From an optimization exercise on the open Yosys and OpenROAD flow, aimed at small area; shortcuts taken in it are not production practice.
In this exercise RTL edits were held to simulation tests only and were not proved equivalent to the original.
Power is estimated from default activity; no workload was simulated.

==> flow/design.v <==
module permutation_table_rom (
    input  wire        clk,
    input  wire        rst,
    input  wire        host_we,
    input  wire [1:0]  host_addr,
    input  wire [15:0] host_wdata,
    output wire [1:0]  state,
    output wire [1:0]  ecode,
    output wire [63:0] result,
    output wire [15:0] arg_rd,
    output wire [15:0] cmd_rd,
    output wire        mem_req,
    output wire [15:0] mem_addr,
    input  wire        mem_gnt,
    input  wire [7:0]  mem_rdata
);
    localparam [1:0] S_IDLE = 2'd0, S_BUSY = 2'd1, S_DONE = 2'd2, S_ERROR = 2'd3;
    localparam [1:0] A_CK = 2'd0, A_JK = 2'd1, A_FN = 2'd2;
    localparam [4:0] P_RD  = 5'd0,  P_M1A = 5'd1,  P_G1  = 5'd2,  P_M1B = 5'd3,
                     P_MOD1= 5'd4,  P_U1  = 5'd5,  P_M2A = 5'd6,  P_G2  = 5'd7,
                     P_M2B = 5'd8,  P_MOD2= 5'd9,  P_U2  = 5'd10,
                     P_J1  = 5'd11, P_J2  = 5'd12, P_JM  = 5'd13, P_J3  = 5'd14,
                     P_JF  = 5'd15, P_JF9 = 5'd16, P_JFL = 5'd17, P_JFX = 5'd18,
                     P_JFG = 5'd19, P_JFM = 5'd20, P_JFE = 5'd21,
                     P_F1  = 5'd22, P_F2  = 5'd23, P_F3  = 5'd24, P_FL  = 5'd25,
                     P_FH  = 5'd26, P_F4  = 5'd27, P_FIN = 5'd28;
    reg [1:0]  st;
    reg        ebusy;         
    reg [15:0] arg_q, cmd_q;
    reg [31:0] X, Y, G;
    reg [32:0] A;
    reg [7:0]  B;
    reg [15:0] idx;
    reg [4:0]  ph;
    reg [3:0]  k;
    reg        fst, pass, fc;
    reg [1:0]  asv;
    assign state  = st;
    assign ecode  = (st == S_ERROR) ? (ebusy ? 2'd2 : 2'd1) : 2'd0;
    assign result = {X, Y};
    assign arg_rd = arg_q;
    assign cmd_rd = cmd_q;
    wire [1:0] alg  = cmd_q[1:0];
    wire [1:0] wsel = cmd_q[3:2];
    wire busy   = (st == S_BUSY);
    wire at_end = (idx == arg_q);
    assign mem_req  = busy && (ph == P_RD) && !at_end;
    assign mem_addr = idx;
    wire [15:0] w = host_wdata;
    wire w_hash  = (w[7:5] == 3'd0) && (w[1:0] != 2'd3) && (w[3:2] != 2'd0) && (w[15:8] == 8'd0);
    wire w_tlkup = (w[7:5] == 3'd0) && (w[1:0] == 2'd3) && (w[3:2] == 2'd0) && !w[4];
    wire [7:0]  b = B;
    wire [15:0] u = idx ^ {8'd0, b};
    wire [17:0] s1 = {1'b0, idx, 1'b0} + {10'd0, b};
    wire [17:0] d2 = {2'b0, u} - {10'd0, b};
    wire [17:0] s2 = {2'b0, u} + {10'd0, b};
    reg  [19:0] mv;
    always @(*) begin
        case (ph)
            P_M1A:   mv = {12'd0, b};
            P_M1B:   mv = {2'd0, s1};
            P_M2A:   mv = {{2{d2[17]}}, d2};
            P_M2B:   mv = {2'd0, s2};
            P_JM:    mv = 20'd1025;
            P_JF9:   mv = 20'd9;
            P_JFM:   mv = 20'd32769;
            default: mv = 20'd435;
        endcase
    end
    wire [20:0] mvx = {mv, 1'b0};
    wire [2:0]  trip = mvx[{k, 1'b0} +: 3];
    wire d_one = trip[0] ^ trip[1];
    wire d_two = (trip == 3'b011) || (trip == 3'b100);
    wire d_neg = trip[2] && !(trip[1] && trip[0]);
    wire booth  = (ph == P_M1A) || (ph == P_M1B) || (ph == P_M2A) || (ph == P_M2B) ||
                  (ph == P_JM) || (ph == P_JF9) || (ph == P_JFM) || (ph == P_FL) || (ph == P_FH);
    wire [31:0] klo = {b[0], 12'd0, b, 11'd0};
    wire [31:0] khi = {3'd0, b, 14'd0, b[7:1]};
    wire [31:0] llo = {1'b0, b, 15'd0, b};
    wire [31:0] lhi = {13'd0, b, 11'd0};
    wire [31:0] h1 = X ^ Y;
    wire [7:0]  bi = b + idx[7:0];
    wire [31:0] tw1 = {tf(h1[7:0] ^ bi), tf(h1[15:8] ^ idx[7:0]), tf(A[23:16]), tf(bi ^ idx[7:0])};
    wire [31:0] xn  = {X[24:0], X[31:25]} ^ h1 ^ tw1;
    reg  [31:0] opa, mc;
    reg         mc_hi;
    always @(*) begin
        opa = 32'd0; mc = G; mc_hi = 1'b0;
        case (ph)
            P_U1:  begin opa = xn; mc = Y; end
            P_U2:  begin opa = X;  mc = Y; end
            P_J1:  begin opa = A[31:0]; end
            P_JFX: begin opa = {11'd0, A[31:11]}; end
            P_F1:  begin opa = Y; mc = klo; end
            P_F2:  begin opa = X; mc = khi; end
            P_FL:  begin opa = {A[29:0], 2'b00}; mc = Y; end
            P_FH:  begin opa = {G[29:0], asv}; mc = X; mc_hi = 1'b1; end
            default: begin opa = fst ? 32'd0 : {A[29:0], 2'b00}; end
        endcase
    end
    wire        sel_one = booth ? d_one : 1'b1;
    wire        sel_two = booth ? d_two : 1'b0;
    wire        sel_neg = booth ? d_neg : 1'b0;
    wire [31:0] mc2 = {mc[30:0], mc_hi ? Y[31] : 1'b0};
    wire [31:0] opb = ({32{sel_one}} & mc | {32{sel_two}} & mc2) ^ {32{sel_neg}};
    wire        cin = (ph == P_F2 || ph == P_FH) ? fc : sel_neg;
    wire [32:0] sum = {1'b0, opa} + {1'b0, opb} + {32'd0, cin};
    wire [31:0] S   = sum[31:0];
    wire [31:0] tw2 = {tf(S[7:0] ^ b ^ idx[7:0]), tf(S[15:8] ^ b), tf(A[23:16]), tf(idx[7:0])};
    wire [31:0] yn  = {Y[22:0], Y[31:23]} ^ S ^ tw2;
    function [16:0] red;
        input [17:0] v;
        reg [18:0] d;
        begin
            d = {1'b0, v} - 19'd104851;
            red = d[18] ? v[16:0] : d[16:0];
        end
    endfunction
    wire [16:0] r1 = red({A[32:16], A[15]});
    wire [16:0] r2 = red({r1, A[14]});
    wire [32:0] amod = {r2, A[13:0], 2'b00};
    function [7:0] tf;
        input [7:0] a;
        tf = a * 8'd167 + 8'd13;
    endfunction
    wire [31:0] fin  = (alg == A_JK) ? A[31:0] : (X ^ Y);
    wire [15:0] f16  = fin[31:16] ^ fin[15:0];
    reg [63:0] absr;
    always @(*) begin
        absr = 64'd0;
        if (w[1:0] == A_JK)
            case (w[3:2])
                2'd1:    absr = 64'h0000_0000_0000_3c29;
                2'd2:    absr = 64'h0000_0000_3b9a_ca07;
                default: absr = 64'h0de0_b6b3_a764_0003;
            endcase
    end
    wire last_k = (k == 4'd0);
    always @(posedge clk) begin
        if (rst) begin
            st    <= S_IDLE;
            ebusy <= 1'b0;
            arg_q <= 16'd0;
            cmd_q <= 16'd0;
        end else if (busy) begin
            if (host_we && !host_addr[1]) begin
                st    <= S_ERROR;
                ebusy <= 1'b1;
            end else begin
                fst <= 1'b0;
                case (ph)
                    P_RD: begin
                        if (at_end) begin
                            ph <= (alg == A_JK) ? P_JF : P_FIN;
                        end else if (mem_gnt) begin
                            B <= mem_rdata;
                            case (alg)
                                A_CK: begin G <= h1; k <= 4'd4; fst <= 1'b1; ph <= P_M1A; end
                                A_JK: begin G <= {16'd0, arg_q ^ {8'd0, mem_rdata}}; ph <= P_J1; end
                                default: ph <= P_F1;
                            endcase
                        end
                    end
                    P_M1A, P_M1B, P_M2A, P_M2B, P_JM, P_JF9, P_JFM: begin
                        A <= {1'b0, S};
                        k <= k - 4'd1;
                        if (last_k) begin
                            case (ph)
                                P_M1A: ph <= P_G1;
                                P_M1B: begin ph <= P_MOD1; k <= 4'd7; end
                                P_M2A: ph <= P_G2;
                                P_M2B: begin ph <= P_MOD2; k <= 4'd7; end
                                P_JM:  ph <= P_J3;
                                P_JF9: ph <= P_JFL;
                                default: ph <= P_JFE;
                            endcase
                        end
                    end
                    P_G1: begin G <= A[31:0]; k <= 4'd9; fst <= 1'b1; ph <= P_M1B; end
                    P_G2: begin G <= A[31:0]; k <= 4'd8; fst <= 1'b1; ph <= P_M2B; end
                    P_MOD1, P_MOD2: begin
                        A <= amod;
                        k <= k - 4'd1;
                        if (last_k) ph <= (ph == P_MOD1) ? P_U1 : P_U2;
                    end
                    P_U1: begin X <= xn; G <= S; k <= 4'd8; fst <= 1'b1; ph <= P_M2A; end
                    P_U2: begin Y <= yn; idx <= idx + 16'd1; ph <= P_RD; end
                    P_J1: begin A <= {1'b0, S}; ph <= P_J2; end
                    P_J2: begin G <= A[31:0]; k <= 4'd5; fst <= 1'b1; ph <= P_JM; end
                    P_J3: begin A <= {1'b0, A[31:0] ^ {6'd0, A[31:6]}}; idx <= idx + 16'd1; ph <= P_RD; end
                    P_JF: begin G <= A[31:0]; k <= 4'd2; fst <= 1'b1; ph <= P_JF9; end
                    P_JFL: begin G <= {16'd0, arg_q}; ph <= P_JFX; end
                    P_JFX: begin A <= {1'b0, A[31:0] ^ S}; ph <= P_JFG; end
                    P_JFG: begin G <= A[31:0]; k <= 4'd8; fst <= 1'b1; ph <= P_JFM; end
                    P_JFE: begin
                        if (wsel == 2'd3) begin
                            if (!pass && arg_q != 16'd0) begin
                                X    <= A[31:0];
                                A    <= {1'b0, A[31:0] ^ 32'h1234abcd};
                                idx  <= 16'd0;
                                pass <= 1'b1;
                                ph   <= P_RD;
                            end else begin
                                if (pass) Y <= A[31:0];
                                else begin X <= A[31:0]; Y <= 32'd0; end
                                st <= S_DONE;
                            end
                        end else begin
                            ph <= P_FIN;
                        end
                    end
                    P_F1: begin Y <= S ^ llo; fc <= sum[32]; ph <= P_F2; end
                    P_F2: begin X <= S ^ lhi; ph <= P_F3; end
                    P_F3: begin
                        G <= {X[1:0], Y[31:2]};
                        A <= {1'b0, Y[1:0], 30'd0};
                        k <= 4'd4;
                        ph <= P_FL;
                    end
                    P_FL: begin A <= {1'b0, S}; asv <= A[31:30]; fc <= sum[32]; ph <= P_FH; end
                    P_FH: begin
                        G <= S;
                        k <= k - 4'd1;
                        ph <= last_k ? P_F4 : P_FL;
                    end
                    P_F4: begin X <= G; Y <= A[31:0]; idx <= idx + 16'd1; ph <= P_RD; end
                    default: begin    
                        case (wsel)
                            2'd1: begin X <= {32{f16[15]}}; Y <= {{16{f16[15]}}, f16}; end
                            2'd2: begin X <= {32{fin[31]}}; Y <= fin; end
                            default: ;
                        endcase
                        st <= S_DONE;
                    end
                endcase
            end
        end else if (st != S_ERROR && host_we) begin
            if (host_addr == 2'd0) begin
                arg_q <= host_wdata;
            end else if (host_addr == 2'd1) begin
                cmd_q <= w;
                if (!(w_hash || w_tlkup)) begin
                    st    <= S_ERROR;
                    ebusy <= 1'b0;
                end else if (w_tlkup) begin
                    X  <= 32'd0;
                    Y  <= {24'd0, tf(w[15:8])};
                    st <= S_DONE;
                end else if (w[4]) begin
                    X  <= absr[63:32];
                    Y  <= absr[31:0];
                    st <= S_DONE;
                end else begin
                    idx  <= 16'd0;
                    pass <= 1'b0;
                    ph   <= P_RD;
                    A    <= 33'd0;
                    X    <= (w[1:0] == A_CK) ? 32'hfab1c0e1 : 32'hcbf29ce4;
                    Y    <= (w[1:0] == A_CK) ? 32'hca140be5 : 32'h84222325;
                    st   <= S_BUSY;
                end
            end
        end
    end
endmodule
==> flow/run.sh <==
#!/bin/bash
# synth_recipe.tcl (not shown) runs the flow's synth.tcl, then flattens the netlist and writes it again
# the make line also repeats each setting of config.mk as NAME=value (left out here)
make -C /OpenROAD-flow-scripts/flow DESIGN_CONFIG=/design/flow/config.mk WORK_HOME=/design/flow/orfs CLKGATE_MAP_FILE= SYNTH_SCRIPT=/design/flow/synth_recipe.tcl finish
==> flow/config.mk <==
export PLATFORM = sky130hd
export DESIGN_NAME = permutation_table_rom
export DESIGN_NICKNAME = permutation_table_rom
export VERILOG_FILES = /design/flow/design.v
export SDC_FILE = /design/flow/constraint.sdc
export NUM_CORES = 4
export LEC_CHECK = 0
export CAP_MARGIN = 20
export CORE_MARGIN = 2
export CORE_UTILIZATION = 40
export SLEW_MARGIN = 20
==> flow/constraint.sdc <==
create_clock -name core_clock -period 110.0 [get_ports {clk}]
set_input_delay 22.0000 -clock core_clock [delete_from_list [all_inputs] [get_ports {clk}]]
set_output_delay 22.0000 -clock core_clock [all_outputs]
set_load 0.01 [all_outputs]
==> summary.txt <==
## metal layers
layer  global-route usage  wire length, um
met4                0.221            11100
met2                0.548            60300
met1                0.516            58900
met5               0.0201              364
met3                0.171            24900
## kinds of logic (layout without fill, tap and decap cells)
family                   after synthesis  in the layout  share of synthesized area
AND/OR/NAND/NOR                     1145           1145                      0.176
adder cells (fa/ha/maj)              294            294                      0.139
multiplexers                          29             29                     0.0102
other                                  0              5                          0
flip-flops                           202            202                      0.194
buffers and inverters                495            553                     0.0669
XOR/XNOR                             489            489                      0.149
AO/OA/AOI/OAI                       1118           1118                      0.264
## per-stage QoR
step           power, W  cells  setup slack, ns   util  area (um2)
2_1_floorplan  0.000129   3772            84.54      -       29400
3_3_place_gp   0.000148   4744            83.78  0.441       32200
3_5_place_dp   0.000149   4744            83.73  0.441       32200
4_1_cts        0.000239   4789            84.32  0.453       33000
5_1_grt        0.000248   4789            84.04  0.454       33100
6_report       0.000242   4794            84.33  0.454       33100
## synth_stat cells, drive strengths merged (34+ instances only)
library cell and n:
dfxtp 35, inv 212, buf 56, o21ai 219, nand2b 34, xor2 123, ha 238, nor3 66
a21o 41, clkbuf 219, and3 53, nor2 266, nand3 57, nand2 504, fa 56, o211ai 41
a221oi 59, a222oi 77, a22oi 88, a31oi 43, a21oi 265, xnor2 361, edfxtp 167
## area by class of cell
cell class,count,area share
Antenna cell,5,0.000378
Clock buffer,35,0.0238
Clock inverter,10,0.00250
Inverter,220,0.0250
Multi-Input combinational cell,3075,0.663
Sequential cell,202,0.173
Tap cell,959,0.0363
Timing Repair Buffer,288,0.0764
## where the power goes
group	switching, W	internal (W)	total, W
sequential	0.00000195	0.0000833	0.0000853
clock	0.0000398	0.0000523	0.0000922
combinational	0.0000383	0.0000264	0.0000647
total	0.0000801	0.000162	0.000242
## worst max-delay path, cell delays in order
cell             delay, ns
clkdlybuf4s50_1       0.61
inv_1                 0.13
ha_1                  0.23
nand4b_1              0.17
a2111oi_0             0.44
nand2_1               0.13
o211ai_1              0.14
nand2_1               0.09
or3_1                 0.50
nand2b_1              0.27
a31oi_1               0.28
o31a_1                0.88
## worst paths after layout
path	slack [ns]	endpoint	cells past startpoint	start
hold reg to reg	0.46	cmd_q[15]	2	cmd_q[15]
hold / removal	0.46	cmd_q[15]	2	cmd_q[15]
setup reg to reg	96.90	Y[23]	42	B[7]
setup / recovery	84.33	idx[2]	12	host_wdata[3]
## flip-flops by register name (all words and copies together) (netlist names), 2 cells and up
signal	count
asv	2
A	33
idx	16
ph	5
B	8
cmd_q	16
Y	32
X	32
G	32
k	4
arg_q	16
st	2
==> Flow_metrics.wiki <==
{| class="wikitable"
! Metric !! Value
|-
| Arrival time at the worst endpoint || 25.88 ns
|-
| CTS Root Buffer Type || clkbuf_16
|-
| Count of buffers from port buffering || 146
|-
| Via count of the first global-routing pass || 30100
|-
| Share of Yosys cell area claimed by the top area cell type || 0.171
|-
| Die height || 275 um
|-
| Max-slew violation count || 0
|-
| Max-capacitance violation count || 0
|-
| Worst setup path class || in2reg
|-
| Clock period minus final worst setup slack || 25.67 ns
|-
| Net count of the mapped netlist || 4096
|-
| Via/cell ratio || 6.83
|-
| Total number of H-tree levels || 1
|-
| Setup repair after global routing missed its margin || false
|-
| HPWL after detailed placement || 112000 um
|-
| Grt ovf || 0
|-
| TritonCTS clock tree || yes
|-
| Share of synthesized area occupied by flip-flops and latches || 0.194
|-
| Largest buffer count on any clock path || 3
|-
| Instance count of the mapped netlist || 3772
|-
| Antenna violations before repair || 11
|-
| Remaining max-slew budget at the tightest pin || 0.0370
|-
| Worst IR Drop VDD || 0.0122 mV
|-
| Count of clock tree sinks || 202
|-
| Hold violation count in the final report || 0
|-
| Required time of the critical path || 110.21 ns
|-
| Share of async-settable or async-resettable flops after synthesis || 0
|-
| Resize count post-CTS || 0
|-
| Number of fill cells || 7420
|-
| Number of DRC violations after detailed routing || 0
|-
| First-pass GRT wire length || 219000 um
|-
| Fraction of layout instances using a drive strength above 1 || 0.0739
|-
| Number of clock buffers inserted by TritonCTS || 27
|-
| Horiz. Die Dim || 275 um
|-
| Pin count of the biggest net entering global routing || 76
|-
| First-pass iteration count of the detailed router || 13
|-
| Total die area || 75600 um2
|-
| Endpoint class of the critical path || register
|-
| Class of the most critical hold timing path || reg2reg
|-
| Average wire per cell in the routed design || 32.4 um
|-
| Static leakage || 13.1 nW
|-
| Number of enable flip-flop cells after synthesis || 167
|-
| FF+latch count, synth || 202
|-
| Power density normalized to cell area || 7.32 nW/um2
|-
| Setup TNS Final || 0 ns
|-
| Transition time at the pin with the least slew margin || 1.44 ns
|-
| Clock-pin transition on the worst setup and hold timing paths || 0.06 ns
|-
| Worst Skew || 0.0303 ns
|-
| Number of buffers added to fix hold violations after cts || 0
|-
| Count of standard-cell rows || 99
|-
| Post-synth top area cell || edfxtp_1
|-
| Final count of negative-setup-slack endpoints || 0
|-
| Nets || 4138
|-
| Starting DRC count in detailed routing || 5368
|-
| Final weighted congestion of routability-driven global placement || 1.07
|-
| Crit-path max FO || 16
|-
| Total vias in the final route || 32700
|-
| Final worst hold slack || 0.456 ns
|-
| Prevailing post-synth register cell || edfxtp_1
|-
| Distinct cell type count after synthesis || 104
|-
| Final WL || 155000 um
|-
| Run status || complete, no violations
|-
| Number of warnings issued by yosys || 1
|-
| Num ports || 147
|-
| Most used cells in the layout excluding fill and tap cells || 504 x nand2_1, 355 x xnor2_1, 259 x a21oi_1, 256 x nor2_1, 236 x ha_1
|-
| Largest cells by area after synthesis || edfxtp_1 17%, xnor2_1 11%, ha_1 10%
|-
| Clock Latency Late Sink || 0.60 ns
|-
| Combined area of the multi-input logic cells || 21900 um2
|-
| Initial core utilization || 0.403
|-
| Post-synth design cell area || 29400 um2
|-
| Core region area || 72800 um2
|-
| Startpoint class of the critical path || primary input
|-
| Tot GR Track Use || 0.398
|-
| Antenna-violating nets left || 0
|-
| Period Utilization, post-route || 0.233
|-
| Most common cell after layout, fill and taps aside || nand2_1
|-
| Avg Cell Area, Syn || 7.79 um2
|-
| Area growth from synthesis to layout || 12.5%
|-
| Max frequency || 39.0 MHz
|-
| Sequential Area || 5720 um2
|-
| Number of setup buffers added after CTS || 0
|}

## re-timing with driven ports
In the flow no input, the clock included, has a driving cell. The finished layout below was timed again as built, in two steps. Step 1 assumes that a clkbuf_16 drives the clock port and a buf_2 every other input. Step 2, shift: input delay + t, output delay - t, t = (earliest + latest rising clock arrival at the registers) / 2. This alone moves slack from input paths to output paths. Slacks: no drivers / after step 1 / after step 2; pairs: no drivers / after step 1.
shift t [ns]: 0.648
slack for setup (ns): 84.328 / 84.362 / 83.714
latest minus earliest clock arrival (ns): 0.031 / 0.030
worst register clock-pin slew, ns: 0.07 / 0.07
After both steps this run still meets setup and hold. The setup slack of this run moves by +0.034 ns with the drivers and by -0.614 ns with both steps.
